From an optimization exercise on the open Yosys and OpenROAD flow, aimed at small area, a short achievable clock period and few clock cycles per item; shortcuts taken in it are not production practice.
The RTL was checked by simulation tests, not by an equivalence proof against the original design.
No activity file was given, so power comes from the tool's default toggle rates.

[flow/config.mk]
export PLATFORM = sky130hd
export DESIGN_NAME = vs23_quantizer
export DESIGN_NICKNAME = vs23_quantizer
export VERILOG_FILES = /design/flow/design.v
export SDC_FILE = /design/flow/constraint.sdc
export NUM_CORES = 4
export LEC_CHECK = 0
export CAP_MARGIN = 20
export CORE_MARGIN = 2
export CORE_UTILIZATION = 30
export SETUP_SLACK_MARGIN = 5
export SLEW_MARGIN = 20
export SYNTH_HIERARCHICAL = 1
export SYNTH_MEMORY_MAX_BITS = 16384
export SYNTH_MINIMUM_KEEP_SIZE = 0
[flow/constraint.sdc]
create_clock -name core_clock -period 10.0 [get_ports {clk}]
set_input_delay 2.0000 -clock core_clock [delete_from_list [all_inputs] [get_ports {clk}]]
set_output_delay 2.0000 -clock core_clock [all_outputs]
set_load 0.01 [all_outputs]
[flow/design.v]
module vs23_quantizer (
    input  wire        clk,
    input  wire        rst,         
    input  wire        in_valid,
    output wire        in_ready,
    input  wire [23:0] in_rgb,      
    output wire        out_valid,
    input  wire        out_ready,
    output wire [7:0]  out_code,
    output wire        out_hit      
);
    reg [23:0] q;
    reg        v1, v2, rdy;
    wire       acc = in_valid & rdy;
    wire [7:0] r = q[23:16];
    wire [7:0] g = q[15:8];
    wire [7:0] b = q[7:0];
    wire r_gt_g, g_gt_r, g_gt_b, b_gt_g, r_gt_b, b_gt_r;
    vs23_cmp u_cmp_rg (.x(r), .y(g), .gt(r_gt_g), .lt(g_gt_r));
    vs23_cmp u_cmp_gb (.x(g), .y(b), .gt(g_gt_b), .lt(b_gt_g));
    vs23_cmp u_cmp_rb (.x(r), .y(b), .gt(r_gt_b), .lt(b_gt_r));
    reg [3:0] sector;
    always @(*) begin
        if      (!b_gt_r && b_gt_g) sector = 4'd1;    
        else if (!g_gt_r && g_gt_b) sector = 4'd2;    
        else if (!r_gt_b && r_gt_g) sector = 4'd3;    
        else if (!g_gt_b && g_gt_r) sector = 4'd4;    
        else if (!r_gt_g && r_gt_b) sector = 4'd5;    
        else if (!b_gt_g && b_gt_r) sector = 4'd6;    
        else if (r_gt_g)            sector = 4'd7;
        else if (g_gt_r)            sector = 4'd8;
        else if (b_gt_r)            sector = 4'd9;
        else                        sector = 4'd0;
    end
    wire [15:0] lyA, lyB;
    vs23_luma_csa u_csa (.r(r), .g(g), .b(b), .a(lyA), .b2(lyB));
    wire [216:0] l;
    wire [255:0] mn;
    wire        hit_s;
    wire [1:0]  hit_d;
    wire [7:0]  pc_a, pc_b;
    wire [31:0] hn, wn;
    vs23_pre   u_pre   (.q(q), .hn(hn), .wn(wn));
    vs23_lines u_lines (.hn(hn), .wn(wn), .l(l));
    vs23_match u_match (.l(l), .mn(mn));
    vs23_enc   u_enc   (.mn(mn), .hit_s(hit_s), .hit_d(hit_d), .pc_a(pc_a), .pc_b(pc_b));
    reg        s_hit_s;
    reg [1:0]  s_hit_d;
    reg [7:0]  s_pc_a, s_pc_b;
    reg [3:0]  s_sector;
    reg [15:0] s_lyA, s_lyB;
    wire [3:0] luma4;
    vs23_luma_add u_add (.a(s_lyA), .b(s_lyB), .y(luma4));
    wire       hit_d2 = s_hit_d[0] | s_hit_d[1];
    wire       hit2   = hit_d2 | s_hit_s;
    wire [7:0] pcode  = (s_pc_a | s_pc_b) ^ 8'hba;
    wire [8:0] res = {hit2, hit_d2 ? pcode : {s_sector, luma4}};
    reg [8:0] e0;
    reg [8:0] e1;
    reg [8:0] e2;
    reg [8:0] e3;
    reg [3:0] f;    
    wire pop  = f[0] & out_ready;
    wire push = v2;
    wire [3:0] f_next = (pop & ~push) ? {1'b0, f[3:1]} :
                         (push & ~pop) ? {f[2:0], 1'b1} : f;
    wire [2:0] n_base = {2'b0, f[0]} + {2'b0, f[1]} + {2'b0, f[2]} + {2'b0, f[3]} + {2'b0, v2} + {2'b0, v1};
    wire rdy_nopop_noacc = n_base < 3'd4;
    wire rdy_nopop_acc   = n_base < 3'd3;
    wire rdy_pop_noacc   = n_base < 3'd5;
    wire rdy_pop_acc     = n_base < 3'd4;
    wire rdy_next = pop ? (acc ? rdy_pop_acc : rdy_pop_noacc)
                        : (acc ? rdy_nopop_acc : rdy_nopop_noacc);
    always @(posedge clk) begin
        q        <= in_rgb;
        s_hit_s  <= hit_s;
        s_hit_d  <= hit_d;
        s_pc_a   <= pc_a;
        s_pc_b   <= pc_b;
        s_sector <= sector;
        s_lyA    <= lyA;
        s_lyB    <= lyB;
        e0 <= pop ? (f[1] ? e1 : res) : (f[0] ? e0 : res);
        e1 <= pop ? (f[2] ? e2 : res) : (f[1] ? e1 : res);
        e2 <= pop ? (f[3] ? e3 : res) : (f[2] ? e2 : res);
        e3 <= pop ? (1'b0 ? res : res) : (f[3] ? e3 : res);
        if (rst) begin
            v1  <= 1'b0;
            v2  <= 1'b0;
            rdy <= 1'b1;
            f   <= 4'd0;
        end else begin
            v1  <= acc;
            v2  <= v1;
            rdy <= rdy_next;
            f   <= f_next;
        end
    end
    assign in_ready  = rdy;
    assign out_valid = f[0];
    assign out_code  = e0[7:0];
    assign out_hit   = e0[8];
endmodule
module vs23_luma_csa (
    input  wire [7:0]  r,
    input  wire [7:0]  g,
    input  wire [7:0]  b,
    output wire [15:0] a,
    output wire [15:0] b2
);
    wire t1;
    wire t2;
    assign t1 = r[0] ^ r[3];
    assign t2 = r[0] & r[3];
    wire t3;
    wire t4;
    vs23_fa u_fa4 (.a(r[1]), .b(r[4]), .c(r[5]), .s(t3), .co(t4));
    wire t5;
    wire t6;
    vs23_fa u_fa6 (.a(g[0]), .b(g[3]), .c(g[5]), .s(t5), .co(t6));
    wire t7;
    wire t8;
    vs23_fa u_fa8 (.a(r[2]), .b(r[5]), .c(r[6]), .s(t7), .co(t8));
    wire t9;
    wire t10;
    assign t9 = g[1] ^ g[4];
    assign t10 = g[1] & g[4];
    wire t11;
    wire t12;
    vs23_fa u_fa12 (.a(r[3]), .b(r[6]), .c(r[7]), .s(t11), .co(t12));
    wire t13;
    wire t14;
    assign t13 = r[0] ^ r[1];
    assign t14 = r[0] & r[1];
    wire t15;
    wire t16;
    vs23_fa u_fa16 (.a(r[1]), .b(r[2]), .c(g[0]), .s(t15), .co(t16));
    wire t17;
    wire t18;
    vs23_fa u_fa18 (.a(g[2]), .b(g[3]), .c(b[0]), .s(t17), .co(t18));
    wire t19;
    wire t20;
    vs23_fa u_fa20 (.a(r[2]), .b(r[3]), .c(g[1]), .s(t19), .co(t20));
    wire t21;
    wire t22;
    vs23_fa u_fa22 (.a(g[3]), .b(g[4]), .c(b[1]), .s(t21), .co(t22));
    wire t23;
    wire t24;
    assign t23 = b[2] ^ b[3];
    assign t24 = b[2] & b[3];
    wire t25;
    wire t26;
    vs23_fa u_fa26 (.a(r[4]), .b(g[2]), .c(g[4]), .s(t25), .co(t26));
    wire t27;
    wire t28;
    vs23_fa u_fa28 (.a(g[5]), .b(b[2]), .c(b[3]), .s(t27), .co(t28));
    wire t29;
    wire t30;
    vs23_fa u_fa30 (.a(b[4]), .b(b[6]), .c(t1), .s(t29), .co(t30));
    wire t31;
    wire t32;
    vs23_fa u_fa32 (.a(g[6]), .b(b[3]), .c(b[4]), .s(t31), .co(t32));
    wire t33;
    wire t34;
    assign t33 = ~(b[5] ^ b[7]);
    assign t34 = b[5] | b[7];
    wire t35;
    wire t36;
    vs23_fa u_fa36 (.a(t3), .b(t5), .c(t2), .s(t35), .co(t36));
    wire t37;
    wire t38;
    vs23_fa u_fa38 (.a(g[6]), .b(g[7]), .c(b[4]), .s(t37), .co(t38));
    wire t39;
    wire t40;
    vs23_fa u_fa40 (.a(b[5]), .b(b[6]), .c(t7), .s(t39), .co(t40));
    wire t41;
    wire t42;
    vs23_fa u_fa42 (.a(t9), .b(t4), .c(t6), .s(t41), .co(t42));
    wire t43;
    wire t44;
    vs23_fa u_fa44 (.a(g[2]), .b(g[5]), .c(g[7]), .s(t43), .co(t44));
    wire t45;
    wire t46;
    vs23_fa u_fa46 (.a(b[5]), .b(b[6]), .c(b[7]), .s(t45), .co(t46));
    wire t47;
    wire t48;
    vs23_fa u_fa48 (.a(t11), .b(t8), .c(t10), .s(t47), .co(t48));
    wire t49;
    wire t50;
    vs23_fa u_fa50 (.a(r[4]), .b(r[7]), .c(g[3]), .s(t49), .co(t50));
    wire t51;
    wire t52;
    vs23_fa u_fa52 (.a(g[6]), .b(b[6]), .c(b[7]), .s(t51), .co(t52));
    wire t53;
    wire t54;
    assign t53 = r[0] ^ g[0];
    assign t54 = r[0] & g[0];
    wire t55;
    wire t56;
    vs23_fa u_fa56 (.a(g[1]), .b(g[2]), .c(b[0]), .s(t55), .co(t56));
    wire t57;
    wire t58;
    assign t57 = b[1] ^ b[3];
    assign t58 = b[1] & b[3];
    wire t59;
    wire t60;
    vs23_fa u_fa60 (.a(b[1]), .b(b[2]), .c(b[4]), .s(t59), .co(t60));
    wire t61;
    wire t62;
    vs23_fa u_fa62 (.a(t15), .b(t17), .c(t14), .s(t61), .co(t62));
    wire t63;
    wire t64;
    vs23_fa u_fa64 (.a(b[5]), .b(t19), .c(t21), .s(t63), .co(t64));
    wire t65;
    wire t66;
    vs23_fa u_fa66 (.a(t23), .b(t16), .c(t18), .s(t65), .co(t66));
    wire t67;
    wire t68;
    vs23_fa u_fa68 (.a(t25), .b(t27), .c(t29), .s(t67), .co(t68));
    wire t69;
    wire t70;
    vs23_fa u_fa70 (.a(t20), .b(t22), .c(t24), .s(t69), .co(t70));
    wire t71;
    wire t72;
    vs23_fa u_fa72 (.a(t31), .b(t33), .c(t35), .s(t71), .co(t72));
    wire t73;
    wire t74;
    vs23_fa u_fa74 (.a(t26), .b(t28), .c(t30), .s(t73), .co(t74));
    wire t75;
    wire t76;
    vs23_fa u_fa76 (.a(t37), .b(t39), .c(t41), .s(t75), .co(t76));
    wire t77;
    wire t78;
    vs23_fa u_fa78 (.a(t32), .b(t34), .c(t36), .s(t77), .co(t78));
    wire t79;
    wire t80;
    vs23_fa u_fa80 (.a(t43), .b(t45), .c(t47), .s(t79), .co(t80));
    wire t81;
    wire t82;
    vs23_fa u_fa82 (.a(t38), .b(t40), .c(t42), .s(t81), .co(t82));
    wire t83;
    wire t84;
    vs23_fa u_fa84 (.a(t12), .b(t49), .c(t51), .s(t83), .co(t84));
    wire t85;
    wire t86;
    vs23_fa u_fa86 (.a(t44), .b(t46), .c(t48), .s(t85), .co(t86));
    wire t87;
    wire t88;
    vs23_fa u_fa88 (.a(r[5]), .b(g[4]), .c(g[7]), .s(t87), .co(t88));
    wire t89;
    wire t90;
    vs23_fa u_fa90 (.a(b[7]), .b(t50), .c(t52), .s(t89), .co(t90));
    wire t91;
    wire t92;
    assign t91 = g[1] ^ b[0];
    assign t92 = g[1] & b[0];
    wire t93;
    wire t94;
    vs23_fa u_fa94 (.a(t13), .b(t55), .c(t57), .s(t93), .co(t94));
    wire t95;
    wire t96;
    vs23_fa u_fa96 (.a(t59), .b(t61), .c(t56), .s(t95), .co(t96));
    wire t97;
    wire t98;
    vs23_fa u_fa98 (.a(t63), .b(t65), .c(t60), .s(t97), .co(t98));
    wire t99;
    wire t100;
    vs23_fa u_fa100 (.a(t67), .b(t69), .c(t64), .s(t99), .co(t100));
    wire t101;
    wire t102;
    vs23_fa u_fa102 (.a(t71), .b(t73), .c(t68), .s(t101), .co(t102));
    wire t103;
    wire t104;
    vs23_fa u_fa104 (.a(t75), .b(t77), .c(t72), .s(t103), .co(t104));
    wire t105;
    wire t106;
    vs23_fa u_fa106 (.a(t79), .b(t81), .c(t76), .s(t105), .co(t106));
    wire t107;
    wire t108;
    vs23_fa u_fa108 (.a(t83), .b(t85), .c(t80), .s(t107), .co(t108));
    wire t109;
    wire t110;
    vs23_fa u_fa110 (.a(t87), .b(t89), .c(t84), .s(t109), .co(t110));
    wire t111;
    wire t112;
    vs23_fa u_fa112 (.a(r[6]), .b(g[5]), .c(t88), .s(t111), .co(t112));
    wire t113;
    wire t114;
    assign t113 = b[2] ^ t53;
    assign t114 = b[2] & t53;
    wire t115;
    wire t116;
    vs23_fa u_fa116 (.a(t54), .b(t93), .c(t92), .s(t115), .co(t116));
    wire t117;
    wire t118;
    vs23_fa u_fa118 (.a(t58), .b(t95), .c(t94), .s(t117), .co(t118));
    wire t119;
    wire t120;
    vs23_fa u_fa120 (.a(t62), .b(t97), .c(t96), .s(t119), .co(t120));
    wire t121;
    wire t122;
    vs23_fa u_fa122 (.a(t66), .b(t99), .c(t98), .s(t121), .co(t122));
    wire t123;
    wire t124;
    vs23_fa u_fa124 (.a(t70), .b(t101), .c(t100), .s(t123), .co(t124));
    wire t125;
    wire t126;
    vs23_fa u_fa126 (.a(t74), .b(t103), .c(t102), .s(t125), .co(t126));
    wire t127;
    wire t128;
    vs23_fa u_fa128 (.a(t78), .b(t105), .c(t104), .s(t127), .co(t128));
    wire t129;
    wire t130;
    vs23_fa u_fa130 (.a(t82), .b(t107), .c(t106), .s(t129), .co(t130));
    wire t131;
    wire t132;
    vs23_fa u_fa132 (.a(t86), .b(t109), .c(t108), .s(t131), .co(t132));
    wire t133;
    wire t134;
    vs23_fa u_fa134 (.a(t90), .b(t111), .c(t110), .s(t133), .co(t134));
    wire t135;
    wire t136;
    vs23_fa u_fa136 (.a(r[7]), .b(g[6]), .c(t112), .s(t135), .co(t136));
    assign a  = {1'b0, g[7], t135, t133, t131, t129, t127, t125, t123, t121, t119, t117, t115, t91, g[0], 1'b0};
    assign b2 = {1'b0, t136, t134, t132, t130, t128, t126, t124, t122, t120, t118, t116, t114, t113, b[1], 1'b0};
endmodule
module vs23_luma_add (
    input  wire [15:0] a,
    input  wire [15:0] b,
    output wire [3:0]  y
);
    wire [15:0] gg = a & b;
    wire [15:0] pp = a | b;
    wire [5:0] g2 = {gg[11] | (pp[11] & gg[10]), gg[9] | (pp[9] & gg[8]), gg[7] | (pp[7] & gg[6]),
                     gg[5] | (pp[5] & gg[4]), gg[3] | (pp[3] & gg[2]), gg[1] | (pp[1] & gg[0])};
    wire [5:0] p2 = {pp[11] & pp[10], pp[9] & pp[8], pp[7] & pp[6],
                     pp[5] & pp[4], pp[3] & pp[2], pp[1] & pp[0]};
    wire g4a = g2[5] | (p2[5] & g2[4]);
    wire p4a = p2[5] & p2[4];
    wire g4b = g2[3] | (p2[3] & g2[2]);
    wire p4b = p2[3] & p2[2];
    wire c12 = g4a | (p4a & (g4b | (p4b & (g2[1] | (p2[1] & g2[0])))));
    wire [3:0] s = a[15:12] + b[15:12] + {3'b0, c12};
    assign y = s;
endmodule
module vs23_cmp (
    input  wire [7:0] x,
    input  wire [7:0] y,
    output wire       gt,
    output wire       lt
);
    wire [7:0] g1 = x & ~y;
    wire [7:0] l1 = ~x & y;
    wire [3:0] g2, l2;
    wire [1:0] g4, l4;
    genvar i;
    generate
        for (i = 0; i < 4; i = i + 1) begin : lv2
            assign g2[i] = g1[2*i+1] | (~l1[2*i+1] & g1[2*i]);
            assign l2[i] = l1[2*i+1] | (~g1[2*i+1] & l1[2*i]);
        end
        for (i = 0; i < 2; i = i + 1) begin : lv4
            assign g4[i] = g2[2*i+1] | (~l2[2*i+1] & g2[2*i]);
            assign l4[i] = l2[2*i+1] | (~g2[2*i+1] & l2[2*i]);
        end
    endgenerate
    assign gt = g4[1] | (~l4[1] & g4[0]);
    assign lt = l4[1] | (~g4[1] & l4[0]);
endmodule
module vs23_fa (input wire a, input wire b, input wire c, output wire s, output wire co);
    assign s  = a ^ b ^ c;
    assign co = (a & b) | (a & c) | (b & c);
endmodule
module vs23_pre (input wire [23:0] q, output wire [31:0] hn, output wire [31:0] wn);
    wire [5:0] x0 = {q[23], q[11], q[10], q[8], q[2], q[1]};
    assign hn[7:0] = ~(8'd1 << x0[5:3]);
    assign wn[7:0] = ~(8'd1 << x0[2:0]);
    wire [5:0] x1 = {q[22], q[20], q[14], q[13], q[6], q[5]};
    assign hn[15:8] = ~(8'd1 << x1[5:3]);
    assign wn[15:8] = ~(8'd1 << x1[2:0]);
    wire [5:0] x2 = {q[21], q[19], q[15], q[12], q[7], q[3]};
    assign hn[23:16] = ~(8'd1 << x2[5:3]);
    assign wn[23:16] = ~(8'd1 << x2[2:0]);
    wire [5:0] x3 = {q[18], q[17], q[16], q[9], q[4], q[0]};
    assign hn[31:24] = ~(8'd1 << x3[5:3]);
    assign wn[31:24] = ~(8'd1 << x3[2:0]);
endmodule
module vs23_lines (input wire [31:0] hn, input wire [31:0] wn, output wire [216:0] l);
    assign l[0] = ~(hn[0] | wn[0]);    
    assign l[1] = ~(hn[0] | wn[1]);    
    assign l[2] = ~(hn[0] | wn[2]);    
    assign l[3] = ~(hn[0] | wn[3]);    
    assign l[4] = ~(hn[0] | wn[4]);    
    assign l[5] = ~(hn[0] | wn[5]);    
    assign l[6] = ~(hn[0] | wn[6]);    
    assign l[7] = ~(hn[1] | wn[0]);    
    assign l[8] = ~(hn[1] | wn[1]);    
    assign l[9] = ~(hn[1] | wn[2]);    
    assign l[10] = ~(hn[1] | wn[3]);    
    assign l[11] = ~(hn[1] | wn[4]);    
    assign l[12] = ~(hn[1] | wn[5]);    
    assign l[13] = ~(hn[1] | wn[6]);    
    assign l[14] = ~(hn[1] | wn[7]);    
    assign l[15] = ~(hn[2] | wn[1]);    
    assign l[16] = ~(hn[2] | wn[2]);    
    assign l[17] = ~(hn[2] | wn[3]);    
    assign l[18] = ~(hn[2] | wn[4]);    
    assign l[19] = ~(hn[2] | wn[5]);    
    assign l[20] = ~(hn[2] | wn[6]);    
    assign l[21] = ~(hn[2] | wn[7]);    
    assign l[22] = ~(hn[3] | wn[0]);    
    assign l[23] = ~(hn[3] | wn[2]);    
    assign l[24] = ~(hn[3] | wn[3]);    
    assign l[25] = ~(hn[3] | wn[4]);    
    assign l[26] = ~(hn[3] | wn[5]);    
    assign l[27] = ~(hn[3] | wn[6]);    
    assign l[28] = ~(hn[3] | wn[7]);    
    assign l[29] = ~(hn[4] | wn[0]);    
    assign l[30] = ~(hn[4] | wn[4]);    
    assign l[31] = ~(hn[4] | wn[5]);    
    assign l[32] = ~(hn[4] | wn[6]);    
    assign l[33] = ~(hn[4] | wn[7]);    
    assign l[34] = ~(hn[5] | wn[0]);    
    assign l[35] = ~(hn[5] | wn[1]);    
    assign l[36] = ~(hn[5] | wn[2]);    
    assign l[37] = ~(hn[5] | wn[3]);    
    assign l[38] = ~(hn[5] | wn[4]);    
    assign l[39] = ~(hn[5] | wn[5]);    
    assign l[40] = ~(hn[5] | wn[6]);    
    assign l[41] = ~(hn[5] | wn[7]);    
    assign l[42] = ~(hn[6] | wn[0]);    
    assign l[43] = ~(hn[6] | wn[1]);    
    assign l[44] = ~(hn[6] | wn[2]);    
    assign l[45] = ~(hn[6] | wn[3]);    
    assign l[46] = ~(hn[6] | wn[4]);    
    assign l[47] = ~(hn[6] | wn[5]);    
    assign l[48] = ~(hn[6] | wn[6]);    
    assign l[49] = ~(hn[6] | wn[7]);    
    assign l[50] = ~(hn[7] | wn[0]);    
    assign l[51] = ~(hn[7] | wn[1]);    
    assign l[52] = ~(hn[7] | wn[2]);    
    assign l[53] = ~(hn[7] | wn[3]);    
    assign l[54] = ~(hn[7] | wn[4]);    
    assign l[55] = ~(hn[7] | wn[5]);    
    assign l[56] = ~(hn[7] | wn[6]);    
    assign l[57] = ~(hn[7] | wn[7]);    
    assign l[58] = ~(hn[8] | wn[8]);    
    assign l[59] = ~(hn[8] | wn[9]);    
    assign l[60] = ~(hn[8] | wn[10]);    
    assign l[61] = ~(hn[8] | wn[11]);    
    assign l[62] = ~(hn[8] | wn[12]);    
    assign l[63] = ~(hn[8] | wn[13]);    
    assign l[64] = ~(hn[8] | wn[14]);    
    assign l[65] = ~(hn[8] | wn[15]);    
    assign l[66] = ~(hn[9] | wn[10]);    
    assign l[67] = ~(hn[9] | wn[11]);    
    assign l[68] = ~(hn[9] | wn[12]);    
    assign l[69] = ~(hn[9] | wn[13]);    
    assign l[70] = ~(hn[9] | wn[14]);    
    assign l[71] = ~(hn[9] | wn[15]);    
    assign l[72] = ~(hn[10] | wn[8]);    
    assign l[73] = ~(hn[10] | wn[9]);    
    assign l[74] = ~(hn[10] | wn[10]);    
    assign l[75] = ~(hn[10] | wn[11]);    
    assign l[76] = ~(hn[10] | wn[12]);    
    assign l[77] = ~(hn[10] | wn[13]);    
    assign l[78] = ~(hn[10] | wn[14]);    
    assign l[79] = ~(hn[10] | wn[15]);    
    assign l[80] = ~(hn[11] | wn[9]);    
    assign l[81] = ~(hn[11] | wn[12]);    
    assign l[82] = ~(hn[11] | wn[13]);    
    assign l[83] = ~(hn[11] | wn[14]);    
    assign l[84] = ~(hn[11] | wn[15]);    
    assign l[85] = ~(hn[12] | wn[8]);    
    assign l[86] = ~(hn[12] | wn[9]);    
    assign l[87] = ~(hn[12] | wn[10]);    
    assign l[88] = ~(hn[12] | wn[11]);    
    assign l[89] = ~(hn[12] | wn[12]);    
    assign l[90] = ~(hn[12] | wn[13]);    
    assign l[91] = ~(hn[12] | wn[14]);    
    assign l[92] = ~(hn[12] | wn[15]);    
    assign l[93] = ~(hn[13] | wn[8]);    
    assign l[94] = ~(hn[13] | wn[10]);    
    assign l[95] = ~(hn[13] | wn[11]);    
    assign l[96] = ~(hn[13] | wn[12]);    
    assign l[97] = ~(hn[13] | wn[13]);    
    assign l[98] = ~(hn[13] | wn[14]);    
    assign l[99] = ~(hn[13] | wn[15]);    
    assign l[100] = ~(hn[14] | wn[8]);    
    assign l[101] = ~(hn[14] | wn[10]);    
    assign l[102] = ~(hn[14] | wn[13]);    
    assign l[103] = ~(hn[15] | wn[8]);    
    assign l[104] = ~(hn[15] | wn[9]);    
    assign l[105] = ~(hn[15] | wn[10]);    
    assign l[106] = ~(hn[15] | wn[11]);    
    assign l[107] = ~(hn[15] | wn[15]);    
    assign l[108] = ~(hn[16] | wn[16]);    
    assign l[109] = ~(hn[16] | wn[17]);    
    assign l[110] = ~(hn[16] | wn[18]);    
    assign l[111] = ~(hn[16] | wn[19]);    
    assign l[112] = ~(hn[16] | wn[20]);    
    assign l[113] = ~(hn[16] | wn[21]);    
    assign l[114] = ~(hn[16] | wn[22]);    
    assign l[115] = ~(hn[16] | wn[23]);    
    assign l[116] = ~(hn[17] | wn[16]);    
    assign l[117] = ~(hn[17] | wn[17]);    
    assign l[118] = ~(hn[17] | wn[18]);    
    assign l[119] = ~(hn[17] | wn[19]);    
    assign l[120] = ~(hn[17] | wn[20]);    
    assign l[121] = ~(hn[17] | wn[21]);    
    assign l[122] = ~(hn[17] | wn[22]);    
    assign l[123] = ~(hn[17] | wn[23]);    
    assign l[124] = ~(hn[18] | wn[18]);    
    assign l[125] = ~(hn[18] | wn[20]);    
    assign l[126] = ~(hn[18] | wn[21]);    
    assign l[127] = ~(hn[19] | wn[17]);    
    assign l[128] = ~(hn[19] | wn[18]);    
    assign l[129] = ~(hn[19] | wn[19]);    
    assign l[130] = ~(hn[19] | wn[20]);    
    assign l[131] = ~(hn[19] | wn[21]);    
    assign l[132] = ~(hn[19] | wn[22]);    
    assign l[133] = ~(hn[19] | wn[23]);    
    assign l[134] = ~(hn[20] | wn[16]);    
    assign l[135] = ~(hn[20] | wn[18]);    
    assign l[136] = ~(hn[20] | wn[19]);    
    assign l[137] = ~(hn[20] | wn[20]);    
    assign l[138] = ~(hn[20] | wn[21]);    
    assign l[139] = ~(hn[20] | wn[22]);    
    assign l[140] = ~(hn[20] | wn[23]);    
    assign l[141] = ~(hn[21] | wn[16]);    
    assign l[142] = ~(hn[21] | wn[17]);    
    assign l[143] = ~(hn[21] | wn[18]);    
    assign l[144] = ~(hn[21] | wn[21]);    
    assign l[145] = ~(hn[21] | wn[22]);    
    assign l[146] = ~(hn[21] | wn[23]);    
    assign l[147] = ~(hn[22] | wn[16]);    
    assign l[148] = ~(hn[22] | wn[17]);    
    assign l[149] = ~(hn[22] | wn[18]);    
    assign l[150] = ~(hn[22] | wn[19]);    
    assign l[151] = ~(hn[22] | wn[20]);    
    assign l[152] = ~(hn[22] | wn[21]);    
    assign l[153] = ~(hn[22] | wn[22]);    
    assign l[154] = ~(hn[22] | wn[23]);    
    assign l[155] = ~(hn[23] | wn[17]);    
    assign l[156] = ~(hn[23] | wn[18]);    
    assign l[157] = ~(hn[23] | wn[19]);    
    assign l[158] = ~(hn[23] | wn[20]);    
    assign l[159] = ~(hn[23] | wn[21]);    
    assign l[160] = ~(hn[23] | wn[22]);    
    assign l[161] = ~(hn[23] | wn[23]);    
    assign l[162] = ~(hn[24] | wn[24]);    
    assign l[163] = ~(hn[24] | wn[25]);    
    assign l[164] = ~(hn[24] | wn[26]);    
    assign l[165] = ~(hn[24] | wn[27]);    
    assign l[166] = ~(hn[24] | wn[28]);    
    assign l[167] = ~(hn[24] | wn[29]);    
    assign l[168] = ~(hn[25] | wn[24]);    
    assign l[169] = ~(hn[25] | wn[25]);    
    assign l[170] = ~(hn[25] | wn[26]);    
    assign l[171] = ~(hn[25] | wn[27]);    
    assign l[172] = ~(hn[25] | wn[28]);    
    assign l[173] = ~(hn[25] | wn[29]);    
    assign l[174] = ~(hn[25] | wn[30]);    
    assign l[175] = ~(hn[25] | wn[31]);    
    assign l[176] = ~(hn[26] | wn[24]);    
    assign l[177] = ~(hn[26] | wn[25]);    
    assign l[178] = ~(hn[26] | wn[26]);    
    assign l[179] = ~(hn[26] | wn[27]);    
    assign l[180] = ~(hn[26] | wn[28]);    
    assign l[181] = ~(hn[26] | wn[29]);    
    assign l[182] = ~(hn[26] | wn[30]);    
    assign l[183] = ~(hn[26] | wn[31]);    
    assign l[184] = ~(hn[27] | wn[25]);    
    assign l[185] = ~(hn[27] | wn[27]);    
    assign l[186] = ~(hn[27] | wn[28]);    
    assign l[187] = ~(hn[27] | wn[29]);    
    assign l[188] = ~(hn[27] | wn[31]);    
    assign l[189] = ~(hn[28] | wn[24]);    
    assign l[190] = ~(hn[28] | wn[25]);    
    assign l[191] = ~(hn[28] | wn[26]);    
    assign l[192] = ~(hn[28] | wn[27]);    
    assign l[193] = ~(hn[28] | wn[28]);    
    assign l[194] = ~(hn[28] | wn[30]);    
    assign l[195] = ~(hn[28] | wn[31]);    
    assign l[196] = ~(hn[29] | wn[24]);    
    assign l[197] = ~(hn[29] | wn[25]);    
    assign l[198] = ~(hn[29] | wn[27]);    
    assign l[199] = ~(hn[29] | wn[28]);    
    assign l[200] = ~(hn[29] | wn[29]);    
    assign l[201] = ~(hn[29] | wn[30]);    
    assign l[202] = ~(hn[29] | wn[31]);    
    assign l[203] = ~(hn[30] | wn[25]);    
    assign l[204] = ~(hn[30] | wn[26]);    
    assign l[205] = ~(hn[30] | wn[27]);    
    assign l[206] = ~(hn[30] | wn[28]);    
    assign l[207] = ~(hn[30] | wn[29]);    
    assign l[208] = ~(hn[30] | wn[30]);    
    assign l[209] = ~(hn[30] | wn[31]);    
    assign l[210] = ~(hn[31] | wn[24]);    
    assign l[211] = ~(hn[31] | wn[26]);    
    assign l[212] = ~(hn[31] | wn[27]);    
    assign l[213] = ~(hn[31] | wn[28]);    
    assign l[214] = ~(hn[31] | wn[29]);    
    assign l[215] = ~(hn[31] | wn[30]);    
    assign l[216] = ~(hn[31] | wn[31]);    
endmodule
module vs23_match (input wire [216:0] l, output wire [255:0] mn);
    assign mn[0] = ~(l[0] & l[58] & l[108] & l[162]);    
    assign mn[1] = ~(l[2] & l[63] & l[116] & l[165]);    
    assign mn[2] = ~(l[19] & l[68] & l[116] & l[170]);    
    assign mn[3] = ~(l[18] & l[69] & l[121] & l[175]);    
    assign mn[4] = ~(l[14] & l[60] & l[113] & l[215]);    
    assign mn[5] = ~(l[17] & l[61] & l[114] & l[213]);    
    assign mn[6] = ~(l[3] & l[63] & l[129] & l[163]);    
    assign mn[7] = ~(l[8] & l[66] & l[126] & l[195]);    
    assign mn[8] = ~(l[16] & l[66] & l[127] & l[196]);    
    assign mn[9] = ~(l[13] & l[60] & l[124] & l[208]);    
    assign mn[10] = ~(l[4] & l[72] & l[112] & l[171]);    
    assign mn[11] = ~(l[24] & l[81] & l[112] & l[174]);    
    assign mn[12] = ~(l[28] & l[81] & l[112] & l[174]);    
    assign mn[13] = ~(l[28] & l[82] & l[112] & l[172]);    
    assign mn[14] = ~(l[28] & l[84] & l[112] & l[172]);    
    assign mn[15] = ~(l[26] & l[84] & l[113] & l[173]);    
    assign mn[16] = ~(l[1] & l[73] & l[116] & l[171]);    
    assign mn[17] = ~(l[0] & l[73] & l[117] & l[170]);    
    assign mn[18] = ~(l[2] & l[73] & l[117] & l[171]);    
    assign mn[19] = ~(l[8] & l[75] & l[109] & l[177]);    
    assign mn[20] = ~(l[12] & l[73] & l[108] & l[179]);    
    assign mn[21] = ~(l[12] & l[75] & l[108] & l[179]);    
    assign mn[22] = ~(l[10] & l[72] & l[111] & l[183]);    
    assign mn[23] = ~(l[10] & l[73] & l[111] & l[181]);    
    assign mn[24] = ~(l[14] & l[73] & l[111] & l[181]);    
    assign mn[25] = ~(l[14] & l[75] & l[111] & l[181]);    
    assign mn[26] = ~(l[12] & l[75] & l[110] & l[182]);    
    assign mn[27] = ~(l[16] & l[82] & l[110] & l[179]);    
    assign mn[28] = ~(l[27] & l[75] & l[123] & l[197]);    
    assign mn[29] = ~(l[8] & l[74] & l[111] & l[208]);    
    assign mn[30] = ~(l[11] & l[84] & l[121] & l[206]);    
    assign mn[31] = ~(l[9] & l[76] & l[127] & l[182]);    
    assign mn[32] = ~(l[1] & l[82] & l[132] & l[187]);    
    assign mn[33] = ~(l[0] & l[82] & l[133] & l[186]);    
    assign mn[34] = ~(l[4] & l[82] & l[133] & l[186]);    
    assign mn[35] = ~(l[5] & l[82] & l[133] & l[187]);    
    assign mn[36] = ~(l[10] & l[83] & l[132] & l[185]);    
    assign mn[37] = ~(l[14] & l[81] & l[130] & l[185]);    
    assign mn[38] = ~(l[14] & l[82] & l[130] & l[184]);    
    assign mn[39] = ~(l[14] & l[84] & l[130] & l[184]);    
    assign mn[40] = ~(l[1] & l[63] & l[134] & l[180]);    
    assign mn[41] = ~(l[11] & l[66] & l[137] & l[213]);    
    assign mn[42] = ~(l[28] & l[68] & l[145] & l[214]);    
    assign mn[43] = ~(l[26] & l[68] & l[146] & l[213]);    
    assign mn[44] = ~(l[27] & l[68] & l[146] & l[213]);    
    assign mn[45] = ~(l[28] & l[68] & l[146] & l[214]);    
    assign mn[46] = ~(l[3] & l[60] & l[147] & l[165]);    
    assign mn[47] = ~(l[0] & l[60] & l[148] & l[164]);    
    assign mn[48] = ~(l[0] & l[61] & l[148] & l[162]);    
    assign mn[49] = ~(l[0] & l[61] & l[148] & l[164]);    
    assign mn[50] = ~(l[21] & l[65] & l[154] & l[174]);    
    assign mn[51] = ~(l[21] & l[65] & l[154] & l[175]);    
    assign mn[52] = ~(l[25] & l[62] & l[151] & l[168]);    
    assign mn[53] = ~(l[23] & l[63] & l[152] & l[172]);    
    assign mn[54] = ~(l[23] & l[65] & l[153] & l[174]);    
    assign mn[55] = ~(l[24] & l[65] & l[153] & l[175]);    
    assign mn[56] = ~(l[25] & l[65] & l[154] & l[174]);    
    assign mn[57] = ~(l[26] & l[65] & l[154] & l[175]);    
    assign mn[58] = ~(l[18] & l[64] & l[160] & l[183]);    
    assign mn[59] = ~(l[3] & l[77] & l[138] & l[162]);    
    assign mn[60] = ~(l[5] & l[77] & l[137] & l[188]);    
    assign mn[61] = ~(l[9] & l[79] & l[138] & l[207]);    
    assign mn[62] = ~(l[10] & l[79] & l[138] & l[207]);    
    assign mn[63] = ~(l[7] & l[79] & l[137] & l[208]);    
    assign mn[64] = ~(l[9] & l[79] & l[137] & l[209]);    
    assign mn[65] = ~(l[13] & l[79] & l[137] & l[209]);    
    assign mn[66] = ~(l[12] & l[79] & l[138] & l[208]);    
    assign mn[67] = ~(l[15] & l[79] & l[138] & l[205]);    
    assign mn[68] = ~(l[19] & l[78] & l[137] & l[203]);    
    assign mn[69] = ~(l[19] & l[74] & l[146] & l[205]);    
    assign mn[70] = ~(l[21] & l[80] & l[161] & l[184]);    
    assign mn[71] = ~(l[11] & l[78] & l[155] & l[191]);    
    assign mn[72] = ~(l[7] & l[78] & l[155] & l[194]);    
    assign mn[73] = ~(l[7] & l[76] & l[157] & l[194]);    
    assign mn[74] = ~(l[7] & l[77] & l[157] & l[193]);    
    assign mn[75] = ~(l[7] & l[79] & l[157] & l[193]);    
    assign mn[76] = ~(l[11] & l[77] & l[156] & l[194]);    
    assign mn[77] = ~(l[12] & l[77] & l[156] & l[194]);    
    assign mn[78] = ~(l[15] & l[77] & l[156] & l[192]);    
    assign mn[79] = ~(l[17] & l[72] & l[148] & l[208]);    
    assign mn[80] = ~(l[16] & l[73] & l[150] & l[206]);    
    assign mn[81] = ~(l[0] & l[76] & l[154] & l[203]);    
    assign mn[82] = ~(l[9] & l[94] & l[108] & l[169]);    
    assign mn[83] = ~(l[11] & l[95] & l[108] & l[171]);    
    assign mn[84] = ~(l[11] & l[93] & l[110] & l[169]);    
    assign mn[85] = ~(l[12] & l[93] & l[110] & l[168]);    
    assign mn[86] = ~(l[13] & l[93] & l[110] & l[168]);    
    assign mn[87] = ~(l[9] & l[93] & l[110] & l[172]);    
    assign mn[88] = ~(l[7] & l[93] & l[111] & l[173]);    
    assign mn[89] = ~(l[11] & l[93] & l[111] & l[173]);    
    assign mn[90] = ~(l[5] & l[96] & l[119] & l[176]);    
    assign mn[91] = ~(l[1] & l[96] & l[119] & l[181]);    
    assign mn[92] = ~(l[6] & l[96] & l[119] & l[180]);    
    assign mn[93] = ~(l[4] & l[96] & l[118] & l[183]);    
    assign mn[94] = ~(l[9] & l[97] & l[119] & l[179]);    
    assign mn[95] = ~(l[10] & l[97] & l[119] & l[178]);    
    assign mn[96] = ~(l[10] & l[97] & l[119] & l[179]);    
    assign mn[97] = ~(l[7] & l[98] & l[118] & l[176]);    
    assign mn[98] = ~(l[9] & l[94] & l[108] & l[189]);    
    assign mn[99] = ~(l[18] & l[89] & l[117] & l[190]);    
    assign mn[100] = ~(l[23] & l[88] & l[121] & l[200]);    
    assign mn[101] = ~(l[19] & l[92] & l[115] & l[208]);    
    assign mn[102] = ~(l[19] & l[88] & l[117] & l[205]);    
    assign mn[103] = ~(l[6] & l[85] & l[120] & l[204]);    
    assign mn[104] = ~(l[27] & l[95] & l[120] & l[213]);    
    assign mn[105] = ~(l[17] & l[91] & l[133] & l[163]);    
    assign mn[106] = ~(l[5] & l[99] & l[130] & l[198]);    
    assign mn[107] = ~(l[20] & l[103] & l[121] & l[181]);    
    assign mn[108] = ~(l[20] & l[105] & l[122] & l[183]);    
    assign mn[109] = ~(l[23] & l[105] & l[122] & l[179]);    
    assign mn[110] = ~(l[27] & l[103] & l[123] & l[179]);    
    assign mn[111] = ~(l[22] & l[105] & l[123] & l[181]);    
    assign mn[112] = ~(l[25] & l[103] & l[121] & l[181]);    
    assign mn[113] = ~(l[26] & l[103] & l[121] & l[180]);    
    assign mn[114] = ~(l[26] & l[103] & l[121] & l[182]);    
    assign mn[115] = ~(l[18] & l[104] & l[118] & l[187]);    
    assign mn[116] = ~(l[13] & l[105] & l[112] & l[198]);    
    assign mn[117] = ~(l[8] & l[101] & l[126] & l[171]);    
    assign mn[118] = ~(l[9] & l[101] & l[132] & l[182]);    
    assign mn[119] = ~(l[28] & l[107] & l[129] & l[180]);    
    assign mn[120] = ~(l[7] & l[97] & l[138] & l[178]);    
    assign mn[121] = ~(l[11] & l[97] & l[138] & l[179]);    
    assign mn[122] = ~(l[8] & l[97] & l[138] & l[182]);    
    assign mn[123] = ~(l[12] & l[97] & l[138] & l[183]);    
    assign mn[124] = ~(l[11] & l[98] & l[137] & l[180]);    
    assign mn[125] = ~(l[11] & l[96] & l[139] & l[180]);    
    assign mn[126] = ~(l[12] & l[96] & l[139] & l[181]);    
    assign mn[127] = ~(l[16] & l[96] & l[139] & l[176]);    
    assign mn[128] = ~(l[10] & l[99] & l[134] & l[206]);    
    assign mn[129] = ~(l[10] & l[91] & l[150] & l[177]);    
    assign mn[130] = ~(l[27] & l[85] & l[161] & l[176]);    
    assign mn[131] = ~(l[0] & l[98] & l[160] & l[190]);    
    assign mn[132] = ~(l[2] & l[97] & l[160] & l[215]);    
    assign mn[133] = ~(l[6] & l[102] & l[141] & l[198]);    
    assign mn[134] = ~(l[14] & l[107] & l[137] & l[216]);    
    assign mn[135] = ~(l[17] & l[104] & l[152] & l[165]);    
    assign mn[136] = ~(l[22] & l[101] & l[155] & l[182]);    
    assign mn[137] = ~(l[14] & l[100] & l[148] & l[216]);    
    assign mn[138] = ~(l[9] & l[105] & l[149] & l[211]);    
    assign mn[139] = ~(l[29] & l[67] & l[108] & l[164]);    
    assign mn[140] = ~(l[54] & l[71] & l[115] & l[193]);    
    assign mn[141] = ~(l[44] & l[69] & l[123] & l[203]);    
    assign mn[142] = ~(l[44] & l[71] & l[123] & l[203]);    
    assign mn[143] = ~(l[42] & l[71] & l[122] & l[204]);    
    assign mn[144] = ~(l[46] & l[69] & l[120] & l[204]);    
    assign mn[145] = ~(l[46] & l[71] & l[120] & l[204]);    
    assign mn[146] = ~(l[48] & l[71] & l[120] & l[205]);    
    assign mn[147] = ~(l[47] & l[71] & l[121] & l[204]);    
    assign mn[148] = ~(l[43] & l[71] & l[121] & l[209]);    
    assign mn[149] = ~(l[30] & l[71] & l[114] & l[212]);    
    assign mn[150] = ~(l[42] & l[58] & l[129] & l[162]);    
    assign mn[151] = ~(l[31] & l[69] & l[126] & l[196]);    
    assign mn[152] = ~(l[44] & l[67] & l[131] & l[208]);    
    assign mn[153] = ~(l[36] & l[61] & l[127] & l[214]);    
    assign mn[154] = ~(l[32] & l[80] & l[113] & l[187]);    
    assign mn[155] = ~(l[57] & l[80] & l[128] & l[166]);    
    assign mn[156] = ~(l[46] & l[72] & l[133] & l[171]);    
    assign mn[157] = ~(l[42] & l[72] & l[124] & l[196]);    
    assign mn[158] = ~(l[31] & l[82] & l[130] & l[202]);    
    assign mn[159] = ~(l[37] & l[83] & l[131] & l[198]);    
    assign mn[160] = ~(l[39] & l[81] & l[133] & l[197]);    
    assign mn[161] = ~(l[35] & l[81] & l[133] & l[200]);    
    assign mn[162] = ~(l[39] & l[81] & l[133] & l[200]);    
    assign mn[163] = ~(l[43] & l[83] & l[130] & l[198]);    
    assign mn[164] = ~(l[43] & l[84] & l[130] & l[197]);    
    assign mn[165] = ~(l[44] & l[84] & l[130] & l[196]);    
    assign mn[166] = ~(l[57] & l[77] & l[133] & l[210]);    
    assign mn[167] = ~(l[37] & l[68] & l[136] & l[167]);    
    assign mn[168] = ~(l[42] & l[61] & l[142] & l[172]);    
    assign mn[169] = ~(l[46] & l[61] & l[142] & l[172]);    
    assign mn[170] = ~(l[50] & l[61] & l[142] & l[168]);    
    assign mn[171] = ~(l[51] & l[61] & l[142] & l[169]);    
    assign mn[172] = ~(l[53] & l[61] & l[142] & l[168]);    
    assign mn[173] = ~(l[57] & l[61] & l[142] & l[168]);    
    assign mn[174] = ~(l[54] & l[61] & l[141] & l[171]);    
    assign mn[175] = ~(l[51] & l[61] & l[141] & l[174]);    
    assign mn[176] = ~(l[56] & l[67] & l[143] & l[171]);    
    assign mn[177] = ~(l[37] & l[69] & l[146] & l[170]);    
    assign mn[178] = ~(l[44] & l[65] & l[135] & l[211]);    
    assign mn[179] = ~(l[45] & l[65] & l[135] & l[211]);    
    assign mn[180] = ~(l[42] & l[65] & l[136] & l[211]);    
    assign mn[181] = ~(l[42] & l[65] & l[136] & l[212]);    
    assign mn[182] = ~(l[43] & l[65] & l[136] & l[211]);    
    assign mn[183] = ~(l[47] & l[65] & l[136] & l[212]);    
    assign mn[184] = ~(l[43] & l[64] & l[135] & l[214]);    
    assign mn[185] = ~(l[48] & l[64] & l[135] & l[213]);    
    assign mn[186] = ~(l[47] & l[64] & l[151] & l[166]);    
    assign mn[187] = ~(l[33] & l[70] & l[147] & l[168]);    
    assign mn[188] = ~(l[36] & l[69] & l[149] & l[177]);    
    assign mn[189] = ~(l[43] & l[63] & l[157] & l[180]);    
    assign mn[190] = ~(l[37] & l[66] & l[157] & l[179]);    
    assign mn[191] = ~(l[37] & l[71] & l[153] & l[186]);    
    assign mn[192] = ~(l[42] & l[59] & l[155] & l[200]);    
    assign mn[193] = ~(l[57] & l[70] & l[148] & l[205]);    
    assign mn[194] = ~(l[44] & l[77] & l[137] & l[176]);    
    assign mn[195] = ~(l[47] & l[83] & l[134] & l[179]);    
    assign mn[196] = ~(l[51] & l[75] & l[145] & l[180]);    
    assign mn[197] = ~(l[35] & l[76] & l[134] & l[214]);    
    assign mn[198] = ~(l[57] & l[77] & l[160] & l[171]);    
    assign mn[199] = ~(l[47] & l[77] & l[161] & l[188]);    
    assign mn[200] = ~(l[31] & l[74] & l[148] & l[189]);    
    assign mn[201] = ~(l[40] & l[72] & l[152] & l[192]);    
    assign mn[202] = ~(l[45] & l[72] & l[155] & l[202]);    
    assign mn[203] = ~(l[41] & l[85] & l[114] & l[170]);    
    assign mn[204] = ~(l[52] & l[96] & l[118] & l[169]);    
    assign mn[205] = ~(l[49] & l[92] & l[108] & l[193]);    
    assign mn[206] = ~(l[53] & l[92] & l[108] & l[189]);    
    assign mn[207] = ~(l[53] & l[90] & l[110] & l[189]);    
    assign mn[208] = ~(l[53] & l[90] & l[110] & l[191]);    
    assign mn[209] = ~(l[50] & l[90] & l[111] & l[191]);    
    assign mn[210] = ~(l[50] & l[90] & l[111] & l[192]);    
    assign mn[211] = ~(l[56] & l[92] & l[110] & l[190]);    
    assign mn[212] = ~(l[54] & l[92] & l[111] & l[189]);    
    assign mn[213] = ~(l[57] & l[91] & l[120] & l[201]);    
    assign mn[214] = ~(l[50] & l[94] & l[109] & l[209]);    
    assign mn[215] = ~(l[51] & l[86] & l[126] & l[177]);    
    assign mn[216] = ~(l[51] & l[87] & l[130] & l[177]);    
    assign mn[217] = ~(l[37] & l[93] & l[125] & l[187]);    
    assign mn[218] = ~(l[31] & l[93] & l[127] & l[186]);    
    assign mn[219] = ~(l[52] & l[94] & l[129] & l[189]);    
    assign mn[220] = ~(l[43] & l[98] & l[130] & l[208]);    
    assign mn[221] = ~(l[41] & l[93] & l[126] & l[211]);    
    assign mn[222] = ~(l[49] & l[104] & l[123] & l[164]);    
    assign mn[223] = ~(l[49] & l[104] & l[123] & l[165]);    
    assign mn[224] = ~(l[45] & l[103] & l[122] & l[167]);    
    assign mn[225] = ~(l[49] & l[105] & l[121] & l[167]);    
    assign mn[226] = ~(l[53] & l[105] & l[121] & l[163]);    
    assign mn[227] = ~(l[53] & l[105] & l[121] & l[165]);    
    assign mn[228] = ~(l[51] & l[106] & l[120] & l[162]);    
    assign mn[229] = ~(l[55] & l[106] & l[120] & l[163]);    
    assign mn[230] = ~(l[41] & l[104] & l[116] & l[191]);    
    assign mn[231] = ~(l[52] & l[101] & l[127] & l[162]);    
    assign mn[232] = ~(l[38] & l[100] & l[126] & l[199]);    
    assign mn[233] = ~(l[56] & l[105] & l[133] & l[198]);    
    assign mn[234] = ~(l[54] & l[94] & l[140] & l[172]);    
    assign mn[235] = ~(l[50] & l[88] & l[140] & l[186]);    
    assign mn[236] = ~(l[56] & l[95] & l[139] & l[194]);    
    assign mn[237] = ~(l[31] & l[99] & l[143] & l[190]);    
    assign mn[238] = ~(l[46] & l[88] & l[134] & l[197]);    
    assign mn[239] = ~(l[34] & l[99] & l[144] & l[202]);    
    assign mn[240] = ~(l[54] & l[88] & l[158] & l[170]);    
    assign mn[241] = ~(l[50] & l[86] & l[159] & l[174]);    
    assign mn[242] = ~(l[51] & l[86] & l[159] & l[174]);    
    assign mn[243] = ~(l[53] & l[86] & l[159] & l[175]);    
    assign mn[244] = ~(l[50] & l[87] & l[158] & l[172]);    
    assign mn[245] = ~(l[51] & l[87] & l[158] & l[172]);    
    assign mn[246] = ~(l[53] & l[87] & l[158] & l[173]);    
    assign mn[247] = ~(l[51] & l[87] & l[159] & l[172]);    
    assign mn[248] = ~(l[44] & l[93] & l[158] & l[182]);    
    assign mn[249] = ~(l[53] & l[99] & l[157] & l[206]);    
    assign mn[250] = ~(l[48] & l[86] & l[149] & l[212]);    
    assign mn[251] = ~(l[38] & l[106] & l[135] & l[202]);    
    assign mn[252] = ~(l[53] & l[102] & l[152] & l[178]);    
    assign mn[253] = ~(l[44] & l[102] & l[156] & l[208]);    
    assign mn[254] = ~(l[53] & l[106] & l[147] & l[215]);    
    assign mn[255] = ~(l[57] & l[107] & l[161] & l[216]);    
endmodule
module vs23_enc (input wire [255:0] mn, output wire hit_s, output wire [1:0] hit_d,
                 output wire [7:0] pc_a, output wire [7:0] pc_b);
    assign hit_s = ~&(mn | ~256'h8200020008000080200000009041004900140004000000001040010000000401);
    assign hit_d[0] = ~&(mn | ~256'h000000000000000000000000000000001febfffbffffffffefbffefffffffbfe);
    assign hit_d[1] = ~&(mn | ~256'h7dfffdfff7ffff7fdfffffff6fbeffb6e0000000000000000000000000000000);
    assign pc_a[0] = ~&(mn | ~256'h00000000000000000000000000000000050812eb1f6a55076885fcb5304ab354);
    assign pc_b[0] = ~&(mn | ~256'h34a31169173f525c8d140ade008817a638000000000000000000000000000000);
    assign pc_a[1] = ~&(mn | ~256'h0000000000000000000000000000000499e39ef9a072a30922ab04416e430a20);
    assign pc_b[1] = ~&(mn | ~256'h0054a801b35f0f479ce5d1cd25244c9000000000000000000000000000000000);
    assign pc_a[2] = ~&(mn | ~256'h0000000000000000000000000000000016e031d0a10cd439698e82059acb817c);
    assign pc_b[2] = ~&(mn | ~256'h192344f9859b3475d0184e622d0c1c2480000000000000000000000000000000);
    assign pc_a[3] = ~&(mn | ~256'h00000000000000000000000000000000000be4b2544e93d94c208637f59293c8);
    assign pc_b[3] = ~&(mn | ~256'h5018fd689512b87e8637252105048b9007000000000000000000000000000000);
    assign pc_a[4] = ~&(mn | ~256'h000000000000000000000000000000001ea3d938aa7e1f66051388c86f62810c);
    assign pc_b[4] = ~&(mn | ~256'h09d9bc261098f03d5c79670a6f30c68240000000000000000000000000000000);
    assign pc_a[5] = ~&(mn | ~256'h000000000000000000000000000000000000593a52a64eeaee15c07e00453b6a);
    assign pc_b[5] = ~&(mn | ~256'h00b0208c0241fb045aa3044f03960032fde88000000000000000000000000000);
    assign pc_a[6] = ~&(mn | ~256'h00000000000000000000000000000000004922909f0ed98e0b8fd0487255ba0a);
    assign pc_b[6] = ~&(mn | ~256'h25e4e18e7431017100c943336824712254800000000000000000000000000000);
    assign pc_a[7] = ~&(mn | ~256'h0000000000000000000000000000000006c19e191122fa1401942c55cec38950);
    assign pc_b[7] = ~&(mn | ~256'h5110b01fb03c3c0a9142f902602ae404f0000000000000000000000000000000);
endmodule
[flow/flow/run.sh]
#!/bin/bash
set -euo pipefail
bash standard.sh SETUP_SLACK_MARGIN=7 finish > standard_flow.log 2>&1
[flow/standard.sh]
#!/bin/bash
# synth_recipe.tcl (not shown) runs the flow's synth.tcl, then flattens the netlist and writes it again
# the make line also repeats each setting of config.mk as NAME=value (left out here)
make -C /OpenROAD-flow-scripts/flow DESIGN_CONFIG=/design/flow/config.mk WORK_HOME=/design/flow/orfs CLKGATE_MAP_FILE= SYNTH_SCRIPT=/design/flow/synth_recipe.tcl "${@:-finish}"
==> impl_metrics.json, run 1 <==
{
  "status": "complete, no violations",
  "overflow": 0,
  "cts_root_buf": "clkbuf_16",
  "synth_top_area_cell": "dfxtp_1",
  "core_mm2": 0.0366,
  "maxCapViolCount": 0,
  "power.density_mw_per_mm2": 152,
  "die_w_um": 197,
  "leakage_nw": 5.39,
  "irDropWorstVdd_v": 0.0000974,
  "period_minus_slack_ns": 3.15,
  "grt_pass1_vias": 13700,
  "combPwrFrac_pct": 34.1,
  "grt_antenna_before_repair": 1,
  "cts_buffer_depth": 2,
  "worstMarginPinSlew_ns": 1.11,
  "synth_edf_count": 9,
  "ant_nets": 0,
  "final_cell_mix": "nand4_1 (335), nor2_1 (233), dfxtp_1 (89), buf_4 (84), nand2_1 (79)",
  "criticalPathCategory": "register to register",
  "period_share_pct": 31.5,
  "seq_area_mm2": 0.00261,
  "p_int_w": 0.00129,
  "rsz0062_at_grt": "true",
  "gp_congestion": 1.11,
  "cp_max_fo": 16,
  "whs_path_depth": 2,
  "power.switching_w": 0.000703,
  "clk_pin_slew_ns": 0.07,
  "hold_path_class": "register to register",
  "cts_max_level": 4,
  "vias": 14100,
  "area_growth_pct": 17.2,
  "clock-sinks": 122,
  "drt_wl_total_mm": 76.7,
  "clock_latency_ns": 0.45,
  "r2r_slack_ns": 6.85,
  "netSwitchingFraction_pct": 35.3,
  "r2r_start": "q[5]$_DFF_P_",
  "seqPwrFrac_pct": 34.9,
  "final_core_util_pct": 35.7,
  "dp_hpwl_mm": 57.8,
  "tns_ns": 0,
  "viasPerCell": 7.10,
  "hold_path_end": "v1$_SDFF_PP0_",
  "arrival_ns": 3.51,
  "critPathRequiredTime_ns": 10.36,
  "dr.pass1.iters": 6,
  "avgSynthCellArea_um2": 7.68,
  "finalNonFillerCells": 1989,
  "synthCells": 1453,
  "cts_tree": "yes",
  "drc": 0,
  "hold_path.startpoint": "rdy$_SDFF_PP1_",
  "clock_skew_ns": 0.0217,
  "synthDistinctLibCells": 61,
  "worstRegToRegCells": 7,
  "whs_ns": 0.461,
  "track_usage_pct": 39.4,
  "grt_pass1_wl_mm": 106,
  "ys_top_cells_by_area": "dfxtp_1 (20%), nand4_1 (19%), fa_1 (11%)",
  "hold_violations": 0,
  "cts_buffers": 17,
  "endpoint_kind": "register",
  "fin_nets": 1614,
  "ys_warn_count": 7,
  "drive_gt1_share_pct": 17.9,
  "synth_top_area_share_pct": 20.3,
  "slew_violations": 0,
  "die_y_um": 197,
  "grt_max_degree": 19,
  "routedWlPerCell_um": 38.6,
  "cp-start-kind": "register",
  "start_util_pct": 30.5,
  "fp-row-count": 70,
  "nFillCells": 3904,
  "slew_headroom_pct": 25.6,
  "multi_input_area_mm2": 0.00807,
  "die_area_mm2": 0.0388,
  "final_common_cell": "nand4_1",
  "yosysSeqAreaShare_pct": 22.7,
  "synth-seq-cells": 122,
  "async_reset_ff_share_pct": 0,
  "p_clk_share_pct": 30.9,
  "placed_cells": 1885,
  "drtIter0Drc": 2228,
  "port_buffers": 38,
  "timing.fmax_mhz": 317,
  "synth-main-ff-cell": "dfxtp_1",
  "syn_area_mm2": 0.0112,
  "r2r_end": "s_pc_b[2]$_DFF_P_",
  "setup_viol": 0,
  "io_pins": 39,
  "diodes": 0
}
## critical path, stage by stage (launching register included)
cell     delay (ns)
dfxtp_4        0.42
or3b_1         0.55
nor2_1         0.72
nand4_1        0.54
nand4_1        0.41
nor4_1         0.09
nand4_1        0.10
or3_1          0.22
## final cells by class
cell class	instances	area share (%)
Tap cell	468	4.48
Inverter	36	1.09
Clock inverter	8	0.631
Sequential cell	122	20.0
Multi-Input combinational cell	1201	61.7
Clock buffer	24	3.85
Timing Repair inverter	1	0.0478
Timing Repair Buffer	129	8.27
## power by group through the flow
stage          Clock (W)  Combinational, W  Sequential, W
2_1_floorplan          0          0.000542       0.000694
3_3_place_gp           0          0.000615       0.000712
3_5_place_dp           0          0.000641       0.000715
4_1_cts         0.000626          0.000652       0.000701
5_1_grt         0.000649          0.000752       0.000707
6_report        0.000617          0.000680       0.000696
## cell usage after synthesis, drive strengths merged (6+ instances only)
cell type and count:
maj3 18, o22ai 11, a21oi 46, nand2b 17, a211oi 9, nand4 335, nand3 66, fa 64
nor2b 8, or4 8, and2b 6, nor4 23, o21ai 25, or3 14, nor3 35, edfxtp 9
nand3b 24, buf 92, inv 36, nor2 282, or3b 24, mux2i 7, dfxtp 113, and4 7
clkbuf 6, ha 14, nand4b 6, nand2 81, o21a 9
## modules after synthesis (local to each module, per instance), a selection
| module | times used | cell area (um2) |
|---|---|---|
| vs23_lines | 1 | 1030 |
| vs23_luma_add | 1 | 274 |
| vs23_fa | 59 | 20.0 |
| vs23_luma_csa | 1 | 372 |
| vs23_match | 1 | 1810 |
| vs23_cmp | 3 | 224 |
| vs23_pre | 1 | 480 |
| vs23_quantizer | 1 | 3750 |
## routing by layer
layer | global-route usage, % | wire length (um)
met1 | 42.9 | 26700
met3 | 14.8 | 9250
met2 | 60.6 | 32200
met5 | 0.639 | 0
met4 | 33.7 | 8600
## per-stage QoR
stage / instance area (um2) / setup slack [ns] / total power, W
2_1_floorplan: 11200 / 7.00 / 0.00124
3_3_place_gp: 11600 / 5.90 / 0.00133
3_5_place_dp: 11600 / 5.83 / 0.00136
4_1_cts: 12600 / 7.00 / 0.00198
5_1_grt: 13100 / 6.96 / 0.00211
6_report: 13100 / 6.85 / 0.00199
## registers in the layout, summed over array words and instances, names as in the netlist
register	cells
e0	9
e1	9
e2	9
e3	9
f	4
q	24
rdy	1
s_hit_d	2
s_hit_s	1
s_lyA	16
s_lyB	16
s_pc_a	8
s_pc_b	8
s_sector	4
v1	1
v2	1
## what timing repair did
item / CTS / global route
endpoints found under the setup margin: 76 / 27
pin swaps: 4 / 9
setup buffers: 33 / 37
gates cloned: 2 / 0
hold buffers: 0 / 0
gates resized for setup: 101 / 51
## cells by family (layout without fill, tap and decap cells)
| kind of cell | Yosys count | count (layout) | share of synthesized area (%) |
|---|---|---|---|
| flip-flops | 122 | 122 | 22.7 |
| XOR/XNOR | 3 | 3 | 0.235 |
| multiplexers | 12 | 12 | 1.30 |
| AO/OA/AOI/OAI | 136 | 136 | 7.75 |
| buffers and inverters | 134 | 198 | 7.63 |
| adder cells (fa/ha/maj) | 96 | 96 | 14.9 |
| AND/OR/NAND/NOR | 949 | 950 | 45.5 |
| other | 1 | 4 | 0.0336 |
## worst max-delay path by stage
stage / slack (ns) / start / cells past startpoint / end
finish: 6.85 / q[5]$_DFF_P_ / 7 / s_pc_b[2]$_DFF_P_
global route: 6.96 / q[0]$_DFF_P_ / 6 / s_pc_b[7]$_DFF_P_
CTS: 7.00 / q[4]$_DFF_P_ / 7 / s_pc_b[3]$_DFF_P_
detailed placement: 5.83 / out_ready / 7 / f[2]$_SDFFE_PP0P_
global placement: 5.90 / out_ready / 6 / e0[7]$_DFFE_PP_
floorplan: 7.00 / q[20]$_DFF_P_ / 6 / s_lyA[7]$_DFF_P_
Testbench counts, summed over its fixed seeds: cycles 4,824, items 4,800.
==> run 2, diff against run 1 <==
==> flow/flow/run.sh (replaced) <==
#!/bin/bash
set -euo pipefail
bash standard.sh SETUP_SLACK_MARGIN=7.2 finish > standard_flow.log 2>&1
==> run 2 against run 1 <==
  * Clock power grew 7.1%
  * Worst hold slack lost 0.0022 ns
  * Setup slack gained 0.13 ns
  * Non-clock buffer count grew 61
  * Core utilization grew 2.8 points
  * First-iteration DRC count shrank 17%
  * Clock-buffer cell count shrank 3
  * Total power grew 6.4%
  * Largest cell class unchanged
  * Highest routed layer is now met5
==> impl_metrics.json, run 2 <==
{
  "status": "complete, no violations",
  "fin_nets": 1674,
  "vias": 14200,
  "power.density_mw_per_mm2": 150,
  "synthDistinctLibCells": 61,
  "timing.fmax_mhz": 331,
  "synthTopCellsByCount": "nand4_1 (335), nor2_1 (281), dfxtp_1 (113)",
  "cts_root_buf": "clkbuf_16",
  "die_w_um": 197,
  "routedWlPerCell_um": 40.0,
  "dp_hpwl_mm": 63.0,
  "largest_register": "q",
  "rsz0062_at_grt": "true",
  "port_buffers": 38,
  "arrival_ns": 3.33,
  "endpoint_kind": "register",
  "final.setup.worst_slack_ns": 6.98,
  "synth_top_area_cell": "dfxtp_1",
  "cp_max_fo": 4,
  "clk_pin_slew_ns": 0.06,
  "core_mm2": 0.0366,
  "synth.most_common_cell": "nand4_1",
  "drtIter0Drc": 1855,
  "slew_headroom_pct": 40.5,
  "final_common_cell": "nand4_1",
  "dr.pass1.iters": 6,
  "crit_chain": "fa_1, fa_1, fa_2, fa_2, fa_2",
  "setup_viol": 0,
  "fp-row-count": 70,
  "clock-sinks": 122,
  "cts_buffer_depth": 2,
  "ys_warn_count": 7,
  "grt_pass1_vias": 13900,
  "ys_top_cells_by_area": "dfxtp_1 (20%), nand4_1 (19%), fa_1 (11%)",
  "critical-path-top-delay-family": "adder cells",
  "avgSynthCellArea_um2": 7.68,
  "tns_ns": 0,
  "crit_top_cell": "fa_2",
  "preCtsSetupSlack_ns": 6.22,
  "die_area_mm2": 0.0388,
  "reg_top3": "q: 24 flops, s_lyA: 16 flops, s_lyB: 16 flops",
  "worstMarginPinSlew_ns": 0.889,
  "cp_slowest_cell": "fa_2",
  "drt_wl_total_mm": 82.0,
  "drive_gt1_share_pct": 27.3,
  "whs_ns": 0.459,
  "hold_violations": 0,
  "cts_max_level": 4,
  "final_cell_mix": "nand4_1 (335), nor2_1 (201), buf_4 (136), dfxtp_1 (81), nand2_1 (77)",
  "grt_pass1_wl_mm": 111,
  "cts_buffers": 17,
  "crit_buf_inv": 0,
  "cp-start-kind": "register",
  "yosysSeqAreaShare_pct": 22.7,
  "async_reset_ff_share_pct": 0,
  "area_growth_pct": 26.2,
  "synth-main-ff-cell": "dfxtp_1",
  "maxCapViolCount": 0,
  "drc": 0,
  "syn_area_mm2": 0.0112,
  "synth-seq-cells": 122,
  "period_minus_slack_ns": 3.02,
  "leakage_nw": 5.79,
  "gp_congestion": 1.14,
  "io_pins": 39,
  "criticalPathCategory": "register to register",
  "start_util_pct": 30.5,
  "ant_nets": 0,
  "largest_register_ffs": 24,
  "critPathRequiredTime_ns": 10.31,
  "grt_max_degree": 24,
  "die_y_um": 197,
  "synth_top_area_share_pct": 20.3,
  "clock_latency_ns": 0.45,
  "period_share_pct": 30.2,
  "irDropWorstVdd_v": 0.000104,
  "slew_violations": 0,
  "overflow": 0,
  "track_usage_pct": 42.0,
  "cts_tree": "yes",
  "hold_path_class": "register to register",
  "viasPerCell": 6.94,
  "synth_edf_count": 9,
  "final_core_util_pct": 38.5,
  "synthCells": 1453,
  "slowest_delay_ns": 0.57,
  "clock_skew_ns": 0.0206,
  "grt_antenna_before_repair": 1
}
-- run 2: changes by cell type in the layout (fill, tap and decap cells not counted), moves of 9 or more --
cell / change
buf_4: +52
nor2_2: +23
nor2_4: +9
nor2_1: -32
nand3_2: +9
nand3_1: -9
buf_6: +12
-- run 2: final cells by class --
cell class | count | area (um2)
antenna | 2 | 5.00
clock buffer | 21 | 493
clock inverter | 11 | 131
fill | 3786 | 22500
inverter | 36 | 148
multi-input combinational | 1201 | 8510
sequential | 122 | 2640
tap | 468 | 586
timing repair buffer | 190 | 1590
-- run 2: final timing paths --
| kind | start | endpoint | slack, ns | cells past startpoint |
|---|---|---|---|---|
| setup / recovery | q[19]$_DFF_P_ | s_lyA[9]$_DFF_P_ | 6.98 | 5 |
| hold / removal | e3[6]$_DFF_P_ | e3[6]$_DFF_P_ | 0.46 | 2 |
| setup reg to reg | q[19]$_DFF_P_ | s_lyA[9]$_DFF_P_ | 6.98 | 5 |
| hold reg to reg | e3[6]$_DFF_P_ | e3[6]$_DFF_P_ | 0.46 | 2 |
-- run 2: per-stage QoR --
| stage | area, um2 | power [W] | std cells |
|---|---|---|---|
| 4_1_cts | 13200 | 0.00207 | 1996 |
| 3_3_place_gp | 11800 | 0.00133 | 1896 |
| 3_5_place_dp | 11800 | 0.00137 | 1896 |
| 6_report | 14100 | 0.00212 | 2051 |
| 5_1_grt | 14100 | 0.00224 | 2049 |
| 2_1_floorplan | 11300 | 0.00124 | 1456 |
-- run 2: logic make-up (layout without fill, tap and decap cells) --
family,Yosys count,after routing,share of synthesized area [%]
and+or+nand+nor,949,950,45.5
AOI/OAI and AO/OA,136,136,7.75
buffers and inverters,134,258,7.63
DFF,122,122,22.7
adders and majority gates,96,96,14.9
muxes,12,12,1.30
xor gates and xnor gates,3,3,0.235
other,1,6,0.0336
-- run 2: metal layers --
| metal | vias up | wire length, um | part of all wire, % | GRT usage, % |
|---|---|---|---|---|
| met4 | 2 | 9120 | 11 | 36.0 |
| met5 | - | 11 | 0.013 | 0 |
| met3 | 465 | 8530 | 10 | 13.3 |
| met2 | 1124 | 35200 | 43 | 65.3 |
| met1 | 6949 | 29200 | 36 | 46.5 |
| li1 | 5691 | - | - | - |
-- run 2: repair_timing --
action,CTS,global route
gates resized for setup,144,130
buffers inserted,68,52
setup endpoints to repair,87,63
hold buffers,0,0
pin swaps,8,55
gates cloned,0,1
-- run 2: where the power goes --
part	switching, W	total [W]	internal [W]
combinational	0.000419	0.000759	0.000340
clock	0.000255	0.000661	0.000406
sequential	0.0000833	0.000700	0.000617
-- run 2: worst min-delay path: stages (launching register included) --
cell,delay (ns)
dfxtp_1,0.32
nand2_1,0.05
o21ai_0,0.06
-- run 2: Yosys stat by module (local to each module, per instance) --
module          cell area, um2  flip-flops and latches  cells
vs23_enc                  1590                       0    294
vs23_quantizer            3750                     122    333
vs23_match                1810                       0    292
vs23_pre                   480                       0     64
vs23_cmp                   224                       0     31
vs23_lines                1030                       0    236
vs23_luma_csa              372                       0     46
vs23_luma_add              274                       0     36
vs23_fa                   20.0                       0      1

## re-timing with driven ports
Ports are ideal in the flow. The routed layouts listed here were re-timed in OpenROAD. Step 1 sets driving cells, clkbuf_16 on the clock port and buf_2 on the other inputs (assumed; they add their load-dependent delay and slew). Step 2 times the ports against the registers' clock, not the clock port: input delays grow and output delays shrink by t, the midpoint of the rising clock arrivals with the driver on. a / b / c = ideal ports / drivers / drivers and shift; a / b = the first two.
| run | shift t [ns] | setup slack, ns | worst setup path after step 2 | clock arrival spread, ns |
|---|---|---|---|---|
| run 1 | 0.490 | 6.849 / 6.849 / 6.714 | input to register | 0.021 / 0.022 |
| run 2 | 0.497 | 6.981 / 6.963 / 6.888 | input to register | 0.021 / 0.021 |
After both steps every run listed still meets setup and hold. The setup slack of run 1, which loses most, moves by 0.000 ns with the drivers and by -0.135 ns with both steps.
